Background: an optimization exercise with open tools, aiming at small area, a short achievable clock period and few clock cycles per item. Do not read the settings as production practice.
The RTL was checked by simulation tests, not by an equivalence proof against the original design.

--- flow/config.mk ---
export PLATFORM = sky130hd
export DESIGN_NAME = sm3_core
export DESIGN_NICKNAME = sm3_core
export VERILOG_FILES = /design/flow/design.v
export SDC_FILE = /design/flow/constraint.sdc
export NUM_CORES = 4
export LEC_CHECK = 0
export ABC_AREA = 1
export CAP_MARGIN = 35
export CORE_MARGIN = 2
export CORE_UTILIZATION = 50
export CTS_BUF_LIST = sky130_fd_sc_hd__clkbuf_4 sky130_fd_sc_hd__clkbuf_8
export SETUP_SLACK_MARGIN = 5
export SLEW_MARGIN = 35
export TNS_END_PERCENT = 0
--- flow/constraint.sdc ---
create_clock -name core_clock -period 10.0 [get_ports {clk}]
set_input_delay 2.0000 -clock core_clock [delete_from_list [all_inputs] [get_ports {clk}]]
set_output_delay 2.0000 -clock core_clock [all_outputs]
set_load 0.01 [all_outputs]
--- flow/design.v ---
module sm3_core (
    input  wire         clk,
    input  wire         rst,         
    input  wire         in_valid,
    output wire         in_ready,
    input  wire         in_init,     
    input  wire [511:0] in_block,    
    output reg          out_valid,
    output wire [255:0] out_digest   
);
    localparam [255:0] IV = {32'h7380166f, 32'h4914b2b9, 32'h172442d7, 32'hda8a0600,
                             32'ha96f30bc, 32'h163138aa, 32'he38dee4d, 32'hb0fb0e4e};
    localparam [31:0] T0 = 32'h79cc4519;
    localparam [31:0] T1 = 32'h7a879d8a;
    function [31:0] rotl;
        input [31:0] x;
        input [4:0]  n;
        begin
            rotl = (x << n) | (x >> (6'd32 - {1'b0, n}));
        end
    endfunction
    function [31:0] p0;
        input [31:0] x;
        begin
            p0 = x ^ rotl(x, 5'd9) ^ rotl(x, 5'd17);
        end
    endfunction
    function [31:0] p1;
        input [31:0] x;
        begin
            p1 = x ^ rotl(x, 5'd15) ^ rotl(x, 5'd23);
        end
    endfunction
    function [31:0] ks_add;
        input [31:0] x;
        input [31:0] y;
        reg [31:0] gn, pn, gk, pk;
        integer l, n;
        begin
            gk = x & y;
            pk = x ^ y;
            for (l = 1; l < 32; l = l * 2) begin
                gn = gk;
                pn = pk;
                for (n = l; n < 32; n = n + 1) begin
                    gn[n] = gk[n] | (pk[n] & gk[n-l]);
                    pn[n] = pk[n] & pk[n-l];
                end
                gk = gn;
                pk = pn;
            end
            ks_add = x ^ y ^ {gk[30:0], 1'b0};
        end
    endfunction
    reg          busy;
    reg  [5:0]   cnt;                    
    reg  [31:0]  a, b, c, d, e, f, g, h;  
    reg  [31:0]  tj;                     
    reg          early;                  
    reg  [31:0]  hw;                     
    reg  [31:0]  dw;                     
    reg  [255:0] v;                      
    reg  [2:0]   ph;                     
    reg          vflag;                  
    reg  [31:0]  w [0:15];               
    wire last = (cnt == 6'd63);
    wire fin  = busy && last;
    assign in_ready   = (ph == 3'd7) && (!busy || last);
    assign out_digest = v;
    wire acc = in_valid && in_ready;
    wire [31:0] a12   = rotl(a, 5'd12);
    wire [31:0] ss1   = rotl(a12 + e + tj, 5'd7);
    wire [31:0] ss2   = ss1 ^ a12;
    wire [31:0] ff    = early ? (a ^ b ^ c) : ((a & b) | (a & c) | (b & c));
    wire [31:0] gg    = early ? (e ^ f ^ g) : ((e & f) | (~e & g));
    wire [31:0] x1    = ks_add(ff, dw);
    wire [31:0] x2    = ks_add(gg, hw);
    wire [31:0] tt1   = x1 + ss2;
    wire [31:0] tt2   = x2 + ss1;
    wire [255:0] rs   = {tt1, a, rotl(b, 5'd9), c, p0(tt2), e, rotl(f, 5'd19), g};
    wire [31:0] wn = p1(w[0] ^ w[7] ^ rotl(w[13], 5'd15)) ^ rotl(w[3], 5'd7) ^ w[10];
    wire [255:0] vrot = {v[223:0], v[255:224]};       
    wire [255:0] v0   = vflag ? IV : vrot;            
    wire [255:0] vnew = v0 ^ (fin ? rs : 256'd0);     
    wire [255:0] base = in_init ? IV : vnew;          
    wire        sel  = !busy || last;
    wire [31:0] blk0 = in_block[511:480];
    wire [31:0] blk4 = in_block[383:352];
    wire [31:0] hw_n = (sel ? base[31:0]    : g) + (sel ? blk0          : ~w[1]);
    wire [31:0] dw_n = (sel ? base[159:128] : c) + (sel ? (blk0 ^ blk4) : (w[1] ^ w[5]));
    integer i;
    always @(posedge clk) begin
        if (acc) begin
            for (i = 0; i < 16; i = i + 1)
                w[i] <= in_block[511 - 32*i -: 32] ^ {32{i[0]}};
            {a, b, c, d, e, f, g, h} <= base;
            tj <= T0;
            early <= 1'b1;
        end else begin
            for (i = 0; i < 15; i = i + 1)
                w[i] <= ~w[i+1];
            w[15] <= wn;
            {a, b, c, d, e, f, g, h} <= rs;
            tj <= (cnt == 6'd15) ? rotl(T1, 5'd16) : rotl(tj, 5'd1);
            if (cnt == 6'd15)
                early <= 1'b0;
        end
        v <= vnew;
        hw <= hw_n;
        dw <= dw_n;
        if (rst) begin
            busy      <= 1'b0;
            cnt       <= 6'd0;
            ph        <= 3'd7;
            vflag     <= 1'b1;
            out_valid <= 1'b0;
        end else begin
            ph        <= ph + 3'd1;
            out_valid <= fin;
            if (acc) begin
                busy <= 1'b1;
                cnt  <= 6'd0;
                if (in_init)
                    vflag <= 1'b1;
                else if (busy)
                    vflag <= 1'b0;
            end else begin
                cnt <= cnt + 6'd1;
                if (fin) begin
                    busy  <= 1'b0;
                    vflag <= 1'b0;
                end
            end
        end
    end
endmodule
--- flow/flow/run.sh ---
#!/bin/bash
# The standard layout (the standard.sh: ORFS synthesis to final layout,
# unchanged), except that the port buffers buffer_ports inserts during
# placement are the platform's smallest buffer, buf_1, instead of its default
# choice. Every input and output port still gets its own buffer; the resizer
# may size them up later like any other cell.
set -euo pipefail
export BUFFER_PORTS_ARGS="-buffer_cell sky130_fd_sc_hd__buf_1"
bash standard.sh > standard.log 2>&1
--- flow/standard.sh ---
#!/bin/bash
# synth_recipe.tcl (not shown) runs the flow's synth.tcl, then flattens the netlist and writes it again
# the make line also repeats each setting of config.mk as NAME=value (left out here)
make -C /OpenROAD-flow-scripts/flow DESIGN_CONFIG=/design/flow/config.mk WORK_HOME=/design/flow/orfs CLKGATE_MAP_FILE= SYNTH_SCRIPT=/design/flow/synth_recipe.tcl "${@:-finish}"
==> impl_metrics.tcl, run 1 <==
set metrics [dict create \
    layout-drive-gt1-share 0.102 \
    antenna_found_initial 47 \
    gp_congestion 1.09 \
    cts_tree "done" \
    worst_path_most_repeated_cell "nand2_1" \
    vias_per_cell 5.69 \
    first_global_vias 48500 \
    regArea_mm2 0.0215 \
    synth-main-ff-cell "dfxtp_1" \
    ys_types 53 \
    clk-insertion-delay-late_ps 920 \
    crit_fanout 6 \
    crit_chain "fa_1 -> ha_1 -> nand2_1 -> nor2_1 -> nand2_1 -> inv_1 -> nand4_1 -> nand2_1 -> xor2_4 -> ha_1 -> nand2_1 -> nand2_1 -> nand3_1 -> nand3_4 -> a21o_1 -> nand2_1 -> nand2_2 -> xor2_2 -> xor2_2 -> nand3b_1 -> nand3_1 -> nand2_1" \
    final_cell_mix "nand2_1, dfxtp_1, buf_1" \
    ys_warn_count 2 \
    met3_length_mm 29.9 \
    synth_area_mm2 0.0539 \
    yosysSeqAreaShare 0.397 \
    htree_levels 4 \
    ant_nets 0 \
    synth-edff-count 0 \
    holdBufCountCts 0 \
    core_mm2 0.107 \
    synth.avg_cell_area_um2 7.87 \
    postPlaceCellArea_mm2 0.0579 \
    outcome "complete, no violations" \
    hold_viol 0 \
    end_kind "register" \
    critPathSlowestCell "dfxtp_1" \
    min_period_ps 5200 \
    grt_usage 0.459 \
    io_buffers 773 \
    tightest_slew_ps 1060 \
    syn-instance-count 6845 \
    routed_wl_mm 262 \
    layout_commonest_cell "nand2_1" \
    hpwl_mm 211 \
    grt_pass1_wl_mm 357 \
    stdcell_area_mm2 0.0641 \
    cp.required_ps 10770 \
    fp.dieH_um 332 \
    first_pass_iters 9 \
    cts_sinks 1069 \
    startpoint_type "register" \
    dieArea_mm2 0.110 \
    routed.top_layer "met5" \
    maxCapViolCount 0 \
    nNetsFinal 8456 \
    grt.overflow.total 0 \
    multi_input_area_mm2 0.0310 \
    root_buffer "clkbuf_8" \
    final_util 0.599 \
    async_reset_ff_frac 0 \
    cts_buffers 177 \
    critPathArrivalTime_ps 5970 \
    drc_errors 0 \
    syn_nets 7650 \
    cpPeakStageDelay_ps 670 \
    setup_viol 0 \
    critPathKind "register to register" \
    num_io_pins 774 \
    hold_class "register to register" \
    clk_pin_slew_ps 60 \
    relSlewSlack 0.283 \
    drtIter0Drc 6220 \
    wl_met1_mm 96.2 \
    rows 120 \
    max_freq_ghz 0.192 \
    yosysTopAreaCell "dfxtp_1" \
    yosysTopAreaCellShare 0.397 \
    nFillCells 10000 \
    ctsLongestPathBuffers 3 \
    wl_per_cell_um 28.5 \
    start_util 0.504 \
    die_w_um 332 \
    num_vias 52400 \
    area_growth_pct 19.0 \
    grt_max_degree 223 \
    rsz0062_at_grt "yes" \
    ys_top_cells_by_area "dfxtp_1, nand2_1, xor2_1" \
    post-route-period-util 0.520 \
    wl_met2_mm 112 \
    fin_skew_ps 53.9 \
    synth-seq-cells 1069 \
    setup_tns_ps 0 \
    maxSlewViolCount 0 \
]
## cell families after synthesis
group / after synthesis / share of synthesized area
buffers and inverters: 807 / 0.0583
adders and majority gates: 289 / 0.0769
and+or+nand+nor: 2723 / 0.208
xor gates and xnor gates: 703 / 0.115
muxes: 224 / 0.0416
DFF: 1069 / 0.397
AOI/OAI and AO/OA: 1030 / 0.103
## state kept, by name, indices dropped and copies added, names as in the netlist
signal,count
a,32
b,32
busy,1
c,32
cnt,6
dw,32
e,32
early,1
f,32
g,32
hw,32
out_valid,1
ph,3
tj,32
v,256
vflag,1
w,512
## through the flow
step | hold slack [ps] | setup slack (ps) | instances
after floorplan | 370 | 4990 | 6845
after global placement | 382 | 3520 | 8824
after detailed placement | 384 | 3570 | 8825
after CTS | 398 | 4920 | 9149
after global routing | 408 | 4630 | 9196
final | 395 | 4800 | 9215
## path summary, 6_finish.rpt
kind	depth (start not counted)	from	slack [ps]	end
setup / recovery	22	e[27]$_DFF_P_	4800	e[20]$_DFF_P_
hold / removal	1	ph[0]$_SDFF_PP1_	400	ph[0]$_SDFF_PP1_
setup reg to reg	22	e[27]$_DFF_P_	4800	e[20]$_DFF_P_
hold reg to reg	1	ph[0]$_SDFF_PP1_	400	ph[0]$_SDFF_PP1_
## synthesized netlist by cell type, types with 22 or more instances
library cell / n
a21o_1: 26
a21oi_1: 250
and2_1: 45
buf_1: 22
buf_2: 88
clkbuf_1: 134
dfxtp_1: 1069
fa_1: 70
ha_1: 219
inv_1: 559
mux2i_1: 224
nand2_1: 1817
nand3_1: 345
nand3b_1: 25
nand4_1: 45
nor2_1: 353
nor3_1: 27
o21ai_0: 588
o21bai_1: 23
o22ai_1: 41
or2_2: 37
xnor2_1: 288
xor2_1: 412
## what timing repair did
action | 4_1_cts | 5_1_grt
setup endpoints to repair | 143 | 139
buffers inserted | 22 | 25
gates cloned | 1 | 1
resized for setup | 262 | 184
pin swaps | 40 | 65
## metal layers
layer | track usage | up-vias
met3 | 0.122 | 785
met4 | 0.364 | 14
met1 | 0.552 | 24600
met2 | 0.695 | 3310
li1 | - | 23700
met5 | 0 | -
## final cells by class
class	count	area share
diodes	39	0.00152
clock buffers	261	0.0515
clock inverters	40	0.00736
inverters	563	0.0334
multi-input cells	4969	0.484
flip-flops and latches	1069	0.336
well taps	1403	0.0274
repair buffers	871	0.0592
## critical path, delay by kind of cell (launching register included)
kind	cells	cell delay (ps)
buf+inv	1	70
compound gates	1	180
flops	1	670
fa+ha+maj	3	1470
xor+xnor	3	790
simple gates	14	1880
Testbench counts, summed over its fixed seeds: cycles 24,640, items 384.
==> run 2, diff against run 1 <==
--- a/flow/config.mk
+++ b/flow/config.mk
@@ -10,3 +10,3 @@
 export CORE_MARGIN = 2
-export CORE_UTILIZATION = 50
+export CORE_UTILIZATION = 58
 export CTS_BUF_LIST = sky130_fd_sc_hd__clkbuf_4 sky130_fd_sc_hd__clkbuf_8
==> impl_metrics.tcl, run 2 <==
set metrics [dict create \
    start_util 0.587 \
    reg_top3 "w: 512 flops, v: 256 flops" \
    yosysMostFrequentCell "nand2_1" \
    rsz0062_at_grt "yes" \
    synth-seq-cells 1069 \
    postPlaceCellArea_mm2 0.0577 \
    syn-instance-count 6845 \
    drc_errors 0 \
    hold_class "register to register" \
    ys_top_cells_by_area "dfxtp_1, nand2_1, xor2_1" \
    cpPeakStageDelay_ps 710 \
    cts_tree "done" \
    ys_types 53 \
    worst_slack_ps 4690 \
    layout-drive-gt1-share 0.0967 \
    synth-edff-count 0 \
    synth-main-ff-cell "dfxtp_1" \
    yosysTopAreaCell "dfxtp_1" \
    synth.avg_cell_area_um2 7.87 \
    dieArea_mm2 0.0953 \
    ctsLongestPathBuffers 3 \
    clk_pin_slew_ps 70 \
    tightest_slew_ps 1100 \
    stdcell_area_mm2 0.0637 \
    cts_sinks 1069 \
    first_global_vias 49600 \
    ant_nets 0 \
    relSlewSlack 0.267 \
    top_register "w" \
    critPathArrivalTime_ps 6040 \
    synth_area_mm2 0.0539 \
    syn_nets 7650 \
    whs_path_depth 1 \
    hold_start "w[2][8]$_DFF_P_" \
    max_freq_ghz 0.188 \
    ys_warn_count 2 \
    rows 111 \
    end_kind "register" \
    drtIter0Drc 7376 \
    fp.dieH_um 309 \
    cts_buffers 173 \
    grt_pass1_wl_mm 348 \
    num_io_pins 774 \
    holdPathEnd "w[1][8]$_DFF_P_" \
    nNetsFinal 8439 \
    min_period_ps 5310 \
    gp_congestion 1.13 \
    yosysTopAreaCellShare 0.397 \
    post-route-period-util 0.531 \
    clk-insertion-delay-late_ps 940 \
    io_buffers 773 \
    htree_levels 4 \
    wl_per_cell_um 28.4 \
    routed_wl_mm 256 \
    worst_path_most_repeated_cell "nand2_1" \
    layout_commonest_cell "nand2_1" \
    vias_per_cell 5.95 \
    holdBufCountCts 0 \
    final_cell_mix "nand2_1, dfxtp_1, buf_1" \
    critPathKind "register to register" \
    core_mm2 0.0918 \
    root_buffer "clkbuf_8" \
    largest_reg_flops 512 \
    reg2reg_slack_ps 4690 \
    hpwl_mm 200 \
    fin_skew_ps 73.2 \
    maxSlewViolCount 0 \
    setup_viol 0 \
    dpl_worst_slack_ps 3540 \
    first_pass_iters 9 \
    async_reset_ff_frac 0 \
    crit-reg2reg-capture "a[25]$_DFF_P_" \
    area_growth_pct 18.3 \
    setup_tns_ps 0 \
    critPathSlowestCell "xor2_1" \
    grt.overflow.total 0 \
    synth_common_cells "nand2_1, dfxtp_1, o21ai_0, inv_1, xor2_1" \
    antenna_found_initial 41 \
    cp.required_ps 10720 \
    crit_fanout 5 \
    maxCapViolCount 0 \
    die_w_um 309 \
    outcome "complete, no violations" \
    hold_viol 0 \
    timing.rr.start "a[21]$_DFF_P_" \
    startpoint_type "register" \
    yosysSeqAreaShare 0.397 \
    num_vias 53800 \
    r2r_cells 29 \
    grt_usage 0.519 \
    grt_max_degree 204 \
]
## run 2: cell counts after synthesis
Identical to the previous run, type by type.
## run 2: worst max-delay path by stage
| stage | start | endpoint | cells after the start |
|---|---|---|---|
| floorplan | a[21]$_DFF_P_ | v[119]$_DFF_P_ | 35 |
| global placement | in_init | hw[21]$_DFF_P_ | 19 |
| detailed placement | in_init | hw[21]$_DFF_P_ | 19 |
| CTS | e[1]$_DFF_P_ | a[16]$_DFF_P_ | 36 |
| global route | early$_SDFFE_PP1P_ | e[16]$_DFF_P_ | 34 |
| finish | a[21]$_DFF_P_ | a[25]$_DFF_P_ | 29 |
## run 2: repair_timing
item | 4_1_cts | 5_1_grt
gates resized for setup | 205 | 188
pin swaps | 35 | 61
cloned | 3 | 2
setup buffers | 18 | 21
setup endpoints to repair | 150 | 141
## run 2: area by class of cell
type | instances | area, um2
diodes | 31 | 77.6
clock buffers | 260 | 3290
clock inverters | 45 | 582
fillers | 7495 | 28100
inverters | 563 | 2130
multi-input cells | 4969 | 30800
flip-flops and latches | 1069 | 21500
well taps | 1243 | 1560
repair buffers | 858 | 3820
## run 2: per-layer routing
metal	GRT usage	part of all wire	vias to the layer above
met1	0.591	0.35	24900
li1	-	-	23700
met2	0.746	0.41	4018
met5	0	0.00057	-
met4	0.515	0.12	22
met3	0.181	0.13	1128
## run 2: per-stage QoR
stage,hold slack (ps),instances,util
after floorplan,370,6845,-
after global placement,379,8654,0.628
after detailed placement,390,8656,0.629
after CTS,394,8982,0.682
after global routing,411,9026,0.694
final,381,9038,0.694
## run 2: worst max-delay path, delay by kind of cell, from the launching register on
kind	cells	cell delay (ps)
buffers and inverters	3	160
AOI/OAI and AO/OA	5	860
DFF	1	350
xor gates and xnor gates	4	1240
and+or+nand+nor	13	1040
adders and majority gates	4	1480
## run 2: logic make-up after synthesis
kind of cell	after synthesis	share of synthesized area
XOR/XNOR	703	0.115
AND/OR/NAND/NOR	2723	0.208
buffers and inverters	807	0.0583
flip-flops	1069	0.397
AO/OA/AOI/OAI	1030	0.103
multiplexers	224	0.0416
adder cells (fa/ha/maj)	289	0.0769
==> run 3, diff against run 2 <==
--- a/flow/config.mk
+++ b/flow/config.mk
@@ -11,3 +11,5 @@
 export CORE_UTILIZATION = 58
-export CTS_BUF_LIST = sky130_fd_sc_hd__clkbuf_4 sky130_fd_sc_hd__clkbuf_8
+export CTS_BUF_LIST = sky130_fd_sc_hd__clkbuf_16
+export CTS_CLUSTER_DIAMETER = 80
+export CTS_CLUSTER_SIZE = 20
 export SETUP_SLACK_MARGIN = 5
==> impl_metrics.tcl, run 3 <==
set metrics [dict create \
    critPathArrivalTime_ps 5900 \
    hold_viol 0 \
    outcome "complete, no violations" \
    ctsLongestPathBuffers 3 \
    hold_class "register to register" \
    ant_nets 0 \
    hpwl_mm 200 \
    critPathKind "register to register" \
    wl_met2_mm 103 \
    clk-insertion-delay-late_ps 710 \
    grt_usage 0.512 \
    final_cell_mix "nand2_1, dfxtp_1, buf_1" \
    largest_reg_flops 512 \
    drc_errors 0 \
    met3_length_mm 31.9 \
    synth_common_cells "nand2_1, dfxtp_1, o21ai_0, inv_1, xor2_1" \
    gp_congestion 1.13 \
    first_pass_iters 10 \
    drtIter0Drc 7601 \
    wl_per_cell_um 28.6 \
    max_freq_ghz 0.187 \
    rows 111 \
    htree_levels 3 \
    whs_path_depth 1 \
    first_global_vias 48600 \
    dieArea_mm2 0.0953 \
    wl_met1_mm 87.1 \
    ys_top_cells_by_area "dfxtp_1, nand2_1, xor2_1" \
    root_buffer "clkbuf_16" \
    cpPeakStageDelay_ps 720 \
    num_vias 52800 \
    syn-instance-count 6845 \
    end_kind "register" \
    grt.overflow.total 0 \
    tightest_slew_ps 1040 \
    post-route-period-util 0.535 \
    reg_top3 "w: 512 flops, v: 256 flops" \
    routed.top_layer "met5" \
    worst_path_most_repeated_cell "nand2_1" \
    rsz0062_at_grt "yes" \
    synth-main-ff-cell "dfxtp_1" \
    cp.required_ps 10550 \
    cts_tree "done" \
    fp.dieH_um 309 \
    yosysSeqAreaShare 0.397 \
    io_buffers 773 \
    holdBufCountCts 0 \
    setup_viol 0 \
    yosysTopAreaCellShare 0.397 \
    yosysTopAreaCell "dfxtp_1" \
    grt_pass1_wl_mm 343 \
    r2r_cells 29 \
    synth-edff-count 0 \
    vias_per_cell 5.98 \
    crit_fanout 5 \
    yosysMostFrequentCell "nand2_1" \
    start_util 0.587 \
    nFillCells 7779 \
    clk_pin_slew_ps 100 \
    num_io_pins 774 \
    reg2reg_slack_ps 4650 \
    syn_nets 7650 \
    die_w_um 309 \
    async_reset_ff_frac 0 \
    antenna_found_initial 31 \
    ys_warn_count 2 \
    synth-seq-cells 1069 \
    routed_wl_mm 253 \
    critPathSlowestCell "xor2_1" \
    worst_slack_ps 4650 \
    startpoint_type "register" \
    relSlewSlack 0.298 \
    setup_tns_ps 0 \
    cts_sinks 1069 \
    maxCapViolCount 0 \
    synth.avg_cell_area_um2 7.87 \
    top_register "w" \
    maxSlewViolCount 0 \
    ys_types 53 \
    dpl_worst_slack_ps 3540 \
    nNetsFinal 8342 \
    layout_commonest_cell "nand2_1" \
    cts_buffers 67 \
    fin_skew_ps 41.3 \
    synth_area_mm2 0.0539 \
    min_period_ps 5350 \
    area_growth_pct 15.0 \
    layout-drive-gt1-share 0.0736 \
    core_mm2 0.0918 \
    grt_max_degree 204 \
]
## run 3: cell types whose count changed in the layout (fill, tap and decap cells not counted), moves of 9 or more
| cell | change |
|---|---|
| clkbuf_8 | -214 |
| clkbuf_16 | +68 |
| clkbuf_4 | -47 |
| clkinv_2 | -17 |
| nand2_1 | -10 |
| buf_4 | +9 |
| nand2_2 | +9 |
## run 3: repair_timing
action | 4_1_cts | 5_1_grt
buffers inserted | 24 | 24
resized for setup | 224 | 186
gates cloned | 3 | 2
pin swaps | 45 | 65
setup endpoints to repair | 160 | 138
## run 3: per-layer routing
layer	global-route usage	vias up
li1	-	23400
met1	0.589	24600
met2	0.740	3778
met3	0.167	1038
met4	0.501	10
met5	0	-
## run 3: per-stage QoR
step / util / cell area (um2) / hold WS (ps) / cells
floorplan: - / 53900 / 370 / 6845
global placement: 0.628 / 57700 / 379 / 8654
detailed placement: 0.629 / 57700 / 390 / 8656
CTS: 0.662 / 60800 / 383 / 8772
global route: 0.675 / 61900 / 411 / 8816
finish: 0.675 / 62000 / 380 / 8827
## run 3: logic make-up after synthesis
group	Yosys count	share of synthesized area
simple gates	2723	0.208
flops	1069	0.397
compound gates	1030	0.103
buf+inv	807	0.0583
xor+xnor	703	0.115
fa+ha+maj	289	0.0769
mux	224	0.0416
## run 3: final timing paths
check,from,to
setup / recovery,a[21]$_DFF_P_,a[25]$_DFF_P_
hold / removal,w[6][31]$_DFF_P_,w[5][31]$_DFF_P_
setup reg to reg,a[21]$_DFF_P_,a[25]$_DFF_P_
hold reg to reg,w[6][31]$_DFF_P_,w[5][31]$_DFF_P_
## run 3: layout make-up
cell class                 count  area (um2)  share of cell area
timing repair buffer         867        3900              0.0630
sequential                  1069       21500               0.347
antenna                       27        67.6             0.00109
tap                         1243        1560              0.0251
clock inverter                21         262             0.00422
clock buffer                  68        1700              0.0275
multi-input combinational   4969       30800               0.498
inverter                     563        2130              0.0345
## run 3: critical path: cells and delay by family, from the launching register on
kind,cells,cell delay (ps)
AO/OA/AOI/OAI,5,850
XOR/XNOR,4,1240
adder cells (fa/ha/maj),4,1490
buffers and inverters,3,150
flip-flops,1,360
AND/OR/NAND/NOR,13,1060
==> run 4, diff against run 3 <==
--- a/flow/config.mk
+++ b/flow/config.mk
@@ -10,3 +10,3 @@
 export CORE_MARGIN = 2
-export CORE_UTILIZATION = 58
+export CORE_UTILIZATION = 50
 export CTS_BUF_LIST = sky130_fd_sc_hd__clkbuf_16
==> impl_metrics.tcl, run 4 <==
set metrics [dict create \
    relSlewSlack 0.290 \
    first_global_vias 47300 \
    worst_slack_ps 4780 \
    ys_types 53 \
    post-route-period-util 0.522 \
    syn_nets 7650 \
    top_register "w" \
    synth-main-ff-cell "dfxtp_1" \
    synth-edff-count 0 \
    critPathKind "register to register" \
    layout-drive-gt1-share 0.0802 \
    routed_wl_mm 260 \
    hold_viol 0 \
    htree_levels 3 \
    start_util 0.504 \
    holdBufCountCts 0 \
    crit_fanout 5 \
    yosysTopAreaCell "dfxtp_1" \
    cpPeakStageDelay_ps 530 \
    final_cell_mix "nand2_1, dfxtp_1, buf_1" \
    synth_area_mm2 0.0539 \
    setup_tns_ps 0 \
    min_period_ps 5220 \
    area_growth_pct 16.0 \
    yosysTopAreaCellShare 0.397 \
    cp-startpoint "a[27]$_DFF_P_" \
    max_freq_ghz 0.192 \
    rows 120 \
    startpoint_type "register" \
    dieArea_mm2 0.110 \
    nFillCells 10100 \
    reg_top3 "w: 512 flops, v: 256 flops" \
    hold_start "w[14][31]$_DFF_P_" \
    fp.dieH_um 332 \
    ant_nets 0 \
    hpwl_mm 211 \
    critPathSlowestCell "xor2_1" \
    gp_congestion 1.09 \
    clk-insertion-delay-late_ps 710 \
    ctsLongestPathBuffers 3 \
    syn-instance-count 6845 \
    crit_chain "buf_4 -> fa_1 -> ha_1 -> nand2_1 -> nor2_1 -> nand3_1 -> nand2_2 -> a21oi_2 -> o21bai_1 -> xor2_1 -> xor2_1 -> ha_1 -> nand2_1 -> nor4_4 -> nand3_2 -> nand3_2 -> buf_4 -> xor2_2 -> nand2_1 -> xor2_1 -> a22o_1" \
    stdcell_area_mm2 0.0625 \
    r2r_cells 21 \
    setup_viol 0 \
    timing.rr.start "a[27]$_DFF_P_" \
    whs_path_depth 1 \
    ys_warn_count 2 \
    rsz0062_at_grt "yes" \
    clk_pin_slew_ps 80 \
    stdcell_count 9005 \
    grt_max_degree 223 \
    place_inst 8825 \
    root_buffer "clkbuf_16" \
    synth_common_cells "nand2_1, dfxtp_1, o21ai_0, inv_1, xor2_1" \
    grt.overflow.total 0 \
    num_vias 51500 \
    cts_sinks 1069 \
    yosysMostFrequentCell "nand2_1" \
    outcome "complete, no violations" \
    grt_pass1_wl_mm 353 \
    fin_skew_ps 44.3 \
    nNetsFinal 8349 \
    ys_top_cells_by_area "dfxtp_1, nand2_1, xor2_1" \
    drc_errors 0 \
    largest_reg_flops 512 \
    layout_commonest_cell "nand2_1" \
    cp.buffers_inverters 2 \
    io_buffers 773 \
    reg2reg_slack_ps 4780 \
    cts_buffers 69 \
    dpl_worst_slack_ps 3570 \
    crit-reg2reg-capture "a[22]$_DFF_P_" \
    cp.required_ps 10630 \
    synth-seq-cells 1069 \
    tightest_slew_ps 1060 \
    cts_tree "done" \
    antenna_found_initial 47 \
    maxSlewViolCount 0 \
    num_io_pins 774 \
    postPlaceCellArea_mm2 0.0579 \
    vias_per_cell 5.72 \
    critPathArrivalTime_ps 5850 \
    final_util 0.584 \
    grt_usage 0.455 \
    async_reset_ff_frac 0 \
    wl_per_cell_um 28.9 \
    hold_class "register to register" \
    die_w_um 332 \
    maxCapViolCount 0 \
    yosysSeqAreaShare 0.397 \
    end_kind "register" \
    core_mm2 0.107 \
    holdPathEnd "w[13][31]$_DFF_P_" \
    cpLargestDelayFamily "simple AND/OR/NAND/NOR gates" \
    whs_ps 400 \
    first_pass_iters 7 \
    synth.avg_cell_area_um2 7.87 \
    drtIter0Drc 5946 \
]
[run 4: cell counts after synthesis]
Identical to the previous run, type by type.
[run 4: repair_timing]
action                                  4_1_cts  5_1_grt
endpoints found under the setup margin      158      132
cloned                                        2        1
gates resized for setup                     287      183
pin swaps                                    48       66
buffers inserted                             28       20
[run 4: worst register-to-register path, cell delays in order, from the launching register on]
cell	delay [ps]
dfxtp_1	310
buf_4	200
fa_1	500
ha_1	380
nand2_1	110
nor2_1	100
nand3_1	100
nand2_2	190
a21oi_2	100
o21bai_1	270
xor2_1	530
xor2_1	170
ha_1	470
nand2_1	210
nor4_4	360
nand3_2	110
nand3_2	120
buf_4	130
xor2_2	260
nand2_1	110
xor2_1	270
a22o_1	170
[run 4: routing by layer]
layer / vias up / global-route usage / part of all wire
met1: 24300 / 0.546 / 0.37
met4: 26 / 0.356 / 0.092
met3: 717 / 0.124 / 0.11
met5: - / 0 / 0.00074
li1: 23400 / - / -
met2: 3020 / 0.689 / 0.43
[run 4: cells by family (layout without fill, tap and decap cells)]
logic type	Yosys count	after routing	synth area share
and+or+nand+nor	2723	2723	0.208
DFF	1069	1069	0.397
AOI/OAI and AO/OA	1030	1030	0.103
buffers and inverters	807	1530	0.0583
xor gates and xnor gates	703	703	0.115
adders and majority gates	289	289	0.0769
muxes	224	224	0.0416
other	0	34	0
[run 4: worst max path at each step]
stage	slack, ps	cells past startpoint	end
4_1_cts	4940	24	v[125]$_DFF_P_
5_1_grt	4660	40	e[13]$_DFF_P_
3_5_place_dp	3570	18	hw[21]$_DFF_P_
2_1_floorplan	4990	35	v[119]$_DFF_P_
3_3_place_gp	3520	18	hw[23]$_DFF_P_
6_report	4780	21	a[22]$_DFF_P_
[run 4: cell type report]
type,instances,area (um2),share of cell area
clock inverters,25,320,0.00513
multi-input cells,4969,31100,0.497
repair inverters,1,5.00,0.0000801
repair buffers,871,3800,0.0609
inverters,563,2140,0.0342
clock buffers,70,1750,0.0280
well taps,1403,1760,0.0281
diodes,34,85.1,0.00136
flip-flops and latches,1069,21500,0.345
==> run 5, diff against run 4 <==
--- a/flow/config.mk
+++ b/flow/config.mk
@@ -14,2 +14,3 @@
 export CTS_CLUSTER_SIZE = 20
+export PLACE_DENSITY = 0.68
 export SETUP_SLACK_MARGIN = 5
==> impl_metrics.tcl, run 5 <==
set metrics [dict create \
    synth_common_cells "nand2_1, dfxtp_1, o21ai_0, inv_1, xor2_1" \
    relSlewSlack 0.289 \
    maxCapViolCount 0 \
    postPlaceCellArea_mm2 0.0580 \
    ys_warn_count 2 \
    dieArea_mm2 0.110 \
    end_kind "register" \
    yosysTopAreaCell "dfxtp_1" \
    synth.avg_cell_area_um2 7.87 \
    vias_per_cell 5.76 \
    timing.rr.start "g[21]$_DFF_P_" \
    hpwl_mm 217 \
    ant_nets 0 \
    drc_errors 0 \
    synth_area_mm2 0.0539 \
    cts_sinks 1069 \
    routed_wl_mm 264 \
    io_buffers 773 \
    hold_start "ph[0]$_SDFF_PP1_" \
    cts_buffers 68 \
    startpoint_type "register" \
    critPathKind "register to register" \
    final_cell_mix "nand2_1, dfxtp_1, buf_1" \
    fp.dieH_um 332 \
    clk_pin_slew_ps 90 \
    whs_path_depth 1 \
    hold_class "register to register" \
    crit_fanout 4 \
    die_w_um 332 \
    cp.required_ps 10580 \
    area_growth_pct 15.6 \
    antenna_found_initial 40 \
    setup_viol 0 \
    first_global_vias 47700 \
    grt.overflow.total 0 \
    crit-reg2reg-capture "v[104]$_DFF_P_" \
    post-route-period-util 0.527 \
    drtIter0Drc 6356 \
    stdcell_area_mm2 0.0622 \
    fin_skew_ps 33.5 \
    max_freq_ghz 0.190 \
    yosysTopAreaCellShare 0.397 \
    hold_viol 0 \
    htree_levels 3 \
    async_reset_ff_frac 0 \
    yosysSeqAreaShare 0.397 \
    ys_types 53 \
    wl_per_cell_um 29.4 \
    first_pass_iters 6 \
    root_buffer "clkbuf_16" \
    grt_max_degree 250 \
    dpl_worst_slack_ps 3190 \
    critPathArrivalTime_ps 5840 \
    grt_pass1_wl_mm 359 \
    synth-edff-count 0 \
    r2r_cells 22 \
    top_register "w" \
    nNetsFinal 8345 \
    cts_tree "done" \
    reg2reg_slack_ps 4730 \
    rsz0062_at_grt "yes" \
    ys_top_cells_by_area "dfxtp_1, nand2_1, xor2_1" \
    yosysMostFrequentCell "nand2_1" \
    min_period_ps 5270 \
    core_mm2 0.107 \
    synth-seq-cells 1069 \
    layout_commonest_cell "nand2_1" \
    synth-main-ff-cell "dfxtp_1" \
    clk-insertion-delay-late_ps 700 \
    start_util 0.504 \
    setup_tns_ps 0 \
    reg_top3 "w: 512 flops, v: 256 flops" \
    tightest_slew_ps 1070 \
    holdBufCountCts 0 \
    num_io_pins 774 \
    maxSlewViolCount 0 \
    syn-instance-count 6845 \
    outcome "complete, no violations" \
    largest_reg_flops 512 \
    ctsLongestPathBuffers 3 \
    syn_nets 7650 \
    num_vias 51800 \
    worst_slack_ps 4730 \
    holdPathEnd "ph[0]$_SDFF_PP1_" \
    layout-drive-gt1-share 0.0735 \
    rows 120 \
    gp_congestion 1.07 \
    grt_usage 0.464 \
]
==> run 5: worst max path at each step <==
stage,startpoint,end,slack (ps),cells after the start
after global placement,in_init,dw[21]$_DFF_P_,3150,18
after CTS,e[1]$_DFF_P_,a[24]$_DFF_P_,4840,36
after floorplan,a[21]$_DFF_P_,v[119]$_DFF_P_,4990,35
final,g[21]$_DFF_P_,v[104]$_DFF_P_,4730,22
after detailed placement,in_init,dw[24]$_DFF_P_,3190,19
after global routing,tj[1]$_SDFF_PP0_,e[12]$_DFF_P_,4580,37
==> run 5: kinds of logic (layout without fill, tap and decap cells) <==
family	count (synthesis)	after routing	share of synthesized area
other	0	30	0
flip-flops	1069	1069	0.397
AND/OR/NAND/NOR	2723	2723	0.208
multiplexers	224	224	0.0416
adder cells (fa/ha/maj)	289	289	0.0769
XOR/XNOR	703	703	0.115
buffers and inverters	807	1527	0.0583
AO/OA/AOI/OAI	1030	1030	0.103
==> run 5: stage by stage <==
step | utilization | instances | hold WS [ps]
3_5_place_dp | 0.542 | 8827 | 385
4_1_cts | 0.572 | 8944 | 402
6_report | 0.582 | 8998 | 403
3_3_place_gp | 0.542 | 8827 | 383
2_1_floorplan | - | 6845 | 370
5_1_grt | 0.582 | 8983 | 414
==> run 5: routing by layer <==
| layer | up-vias | track usage | routed length, um |
|---|---|---|---|
| met5 | - | 0 | 125 |
| met4 | 20 | 0.346 | 23300 |
| met3 | 656 | 0.139 | 30800 |
| met2 | 3153 | 0.687 | 111000 |
| met1 | 24500 | 0.568 | 98900 |
| li1 | 23500 | - | - |
==> run 5: worst max-delay path, cell delays in order (launching register included) <==
cell	delay, ps
dfxtp_1	330
inv_1	420
o21ai_0	220
xnor2_1	500
ha_1	420
a21oi_1	160
inv_1	80
a21oi_1	220
o211a_1	200
nand3_2	180
nand2_1	110
nand3_1	110
xor2_2	340
ha_1	330
inv_1	160
nor3_2	80
a211oi_2	410
nand2_1	170
inv_1	100
nand3_1	120
nand3_1	160
nand4_1	130
and2_1	200
==> run 5: final cells by class <==
type                       count  area (um2)
multi-input combinational   4969       30900
inverter                     563        2150
timing repair buffer         869        3780
sequential                  1069       21600
antenna                       30        75.1
tap                         1403        1760
fill                       10100       44700
clock buffer                  69        1730
clock inverter                26         304
==> run 5: what timing repair did <==
item / in CTS / in global routing
setup buffers: 22 / 23
pin swaps: 38 / 42
gates resized for setup: 262 / 180
setup endpoints to repair: 170 / 150
==> run 6, diff against run 5 <==
--- a/flow/config.mk
+++ b/flow/config.mk
@@ -12,5 +12,4 @@
 export CTS_BUF_LIST = sky130_fd_sc_hd__clkbuf_16
-export CTS_CLUSTER_DIAMETER = 80
-export CTS_CLUSTER_SIZE = 20
-export PLACE_DENSITY = 0.68
+export CTS_CLUSTER_DIAMETER = 100
+export CTS_CLUSTER_SIZE = 26
 export SETUP_SLACK_MARGIN = 5
==> impl_metrics.tcl, run 6 <==
set metrics [dict create \
    maxSlewViolCount 0 \
    cts_buffers 51 \
    fp.dieH_um 332 \
    top_register "w" \
    synth-seq-cells 1069 \
    grt_pass1_wl_mm 352 \
    critPathSlowestCell "fa_1" \
    rsz0062_at_grt "yes" \
    syn_nets 7650 \
    outcome "complete, no violations" \
    hold_viol 0 \
    io_buffers 773 \
    wl_per_cell_um 28.9 \
    synth_top_family_by_area "simple AND/OR/NAND/NOR gates" \
    cts_tree "done" \
    grt_max_degree 223 \
    die_w_um 332 \
    yosys.area_share.adder 0.0769 \
    yosysTopAreaCellShare 0.397 \
    critPathKind "register to register" \
    largest_reg_flops 512 \
    stdcell_count 8980 \
    hold_class "register to register" \
    hpwl_mm 211 \
    syn-instance-count 6845 \
    clk_pin_slew_ps 110 \
    ys_top_cells_by_area "dfxtp_1, nand2_1, xor2_1" \
    holdBufCountCts 0 \
    yosysSeqAreaShare 0.397 \
    first_global_vias 47000 \
    routed_wl_mm 259 \
    dieArea_mm2 0.110 \
    reg2reg_slack_ps 4790 \
    cts_sinks 1069 \
    synth_compound_area_frac 0.103 \
    stdcell_area_mm2 0.0619 \
    crit_fanout 5 \
    gp_congestion 1.09 \
    ctsLongestPathBuffers 3 \
    synth_common_cells "nand2_1, dfxtp_1, o21ai_0, inv_1, xor2_1" \
    first_pass_iters 6 \
    final_util 0.579 \
    yosysTopAreaCell "dfxtp_1" \
    start_util 0.504 \
    synth.avg_cell_area_um2 7.87 \
    async_reset_ff_frac 0 \
    grt.overflow.total 0 \
    cpLargestDelayFamily "adder cells" \
    max_freq_ghz 0.192 \
    fin_skew_ps 29.4 \
    maxCapViolCount 0 \
    nNetsFinal 8325 \
    num_io_pins 774 \
    synth-edff-count 0 \
    min_period_ps 5210 \
    ys_types 53 \
    post-route-period-util 0.521 \
    end_kind "register" \
    area_growth_pct 15.0 \
    antenna_found_initial 37 \
    critPathArrivalTime_ps 5780 \
    clk-insertion-delay-late_ps 730 \
    num_vias 51300 \
    setup_tns_ps 0 \
    synth_xor_area_frac 0.115 \
    place_inst 8825 \
    yosysMostFrequentCell "nand2_1" \
    synthMuxAreaShare 0.0416 \
    grt_usage 0.453 \
    relSlewSlack 0.306 \
    cpPeakStageDelay_ps 520 \
    root_buffer "clkbuf_16" \
    ant_nets 0 \
    htree_levels 2 \
    cp.buffers_inverters 4 \
    final_cell_mix "nand2_1, dfxtp_1, buf_1" \
    nFillCells 10100 \
    drc_errors 0 \
    synth-main-ff-cell "dfxtp_1" \
    layout-drive-gt1-share 0.0764 \
    postPlaceCellArea_mm2 0.0579 \
    reg_top3 "w: 512 flops, v: 256 flops" \
    tightest_slew_ps 1040 \
    rows 120 \
    layout_commonest_cell "nand2_1" \
    synth_area_mm2 0.0539 \
    vias_per_cell 5.71 \
    drtIter0Drc 6068 \
    startpoint_type "register" \
    cp.required_ps 10580 \
    synth-simple-area-share 0.208 \
    core_mm2 0.107 \
    ys_warn_count 2 \
    setup_viol 0 \
]
==> run 6: cell families after synthesis <==
family	Yosys count
and+or+nand+nor	2723
muxes	224
xor gates and xnor gates	703
buffers and inverters	807
adders and majority gates	289
DFF	1069
AOI/OAI and AO/OA	1030
==> run 6: what timing repair did <==
action,4_1_cts,5_1_grt
endpoints found under the hold margin,0,0
resized for setup,229,239
gates cloned,1,1
pin swaps,33,68
buffers inserted,19,24
endpoints found under the setup margin,156,141
==> run 6: layer usage <==
metal  track usage  up-vias  part of all wire
li1              -    23400                 -
met1         0.547    24100              0.37
met2         0.685     3076              0.43
met3         0.120      679              0.11
met4         0.355        8             0.092
met5             0        -           0.00022
==> run 6: path summary, 6_finish.rpt <==
path	from	to	depth (start not counted)
max	e[1]$_DFF_P_	a[25]$_DFF_P_	30
min	w[6][3]$_DFF_P_	w[5][3]$_DFF_P_	1
max reg2reg	e[1]$_DFF_P_	a[25]$_DFF_P_	30
min reg2reg	w[6][3]$_DFF_P_	w[5][3]$_DFF_P_	1
==> run 6: cell type report <==
type	instances	area (um2)	share of cell area
multi-input cells	4969	31100	0.502
flip-flops and latches	1069	21500	0.348
inverters	563	2140	0.0346
repair buffers	866	3760	0.0607
clock buffers	52	1300	0.0210
diodes	38	95.1	0.00154
well taps	1403	1760	0.0284
clock inverters	20	240	0.00388
==> run 6: per-stage QoR <==
stage | hold WS, ps | worst slack (ps)
global route | 414 | 4670
global placement | 382 | 3520
finish | 401 | 4790
CTS | 408 | 4840
detailed placement | 384 | 3570
floorplan | 370 | 4990

[what the ideal ports hide]
The results above use ideal ports. As a check the final layouts listed here were re-extracted and re-timed, cells and wires unchanged. Step 1 (the two cells are an assumption about what drives the block):
set clk [get_ports {clk}]
set_driving_cell -lib_cell sky130_fd_sc_hd__clkbuf_16 $clk
set_driving_cell -lib_cell sky130_fd_sc_hd__buf_2 [delete_from_list [all_inputs] $clk]
Step 2 times the ports against the registers' clock, not the clock port: input delays grow and output delays shrink by t, the midpoint of the rising clock arrivals with the driver on. Three values: no drivers, after step 1, after step 2; two values: the first two.
run	shift t [ns]	setup WS [ns]	hold WS [ns]
run 1	0.967	4.804 / 4.804 / 3.953	0.395 / 0.395 / 0.395
run 2	0.988	4.687 / 4.687 / 4.015	0.381 / 0.381 / 0.381
run 3	0.768	4.654 / 4.654 / 4.184	0.380 / 0.380 / 0.380
run 4	0.761	4.781 / 4.781 / 4.233	0.400 / 0.400 / 0.400
run 5	0.761	4.735 / 4.735 / 4.073	0.403 / 0.403 / 0.403
run 6	0.794	4.793 / 4.793 / 4.240	0.401 / 0.401 / 0.401
After both steps every run listed still meets setup and hold. The setup slack of run 1, which loses most, moves by 0.000 ns with the drivers and by -0.851 ns with both steps.
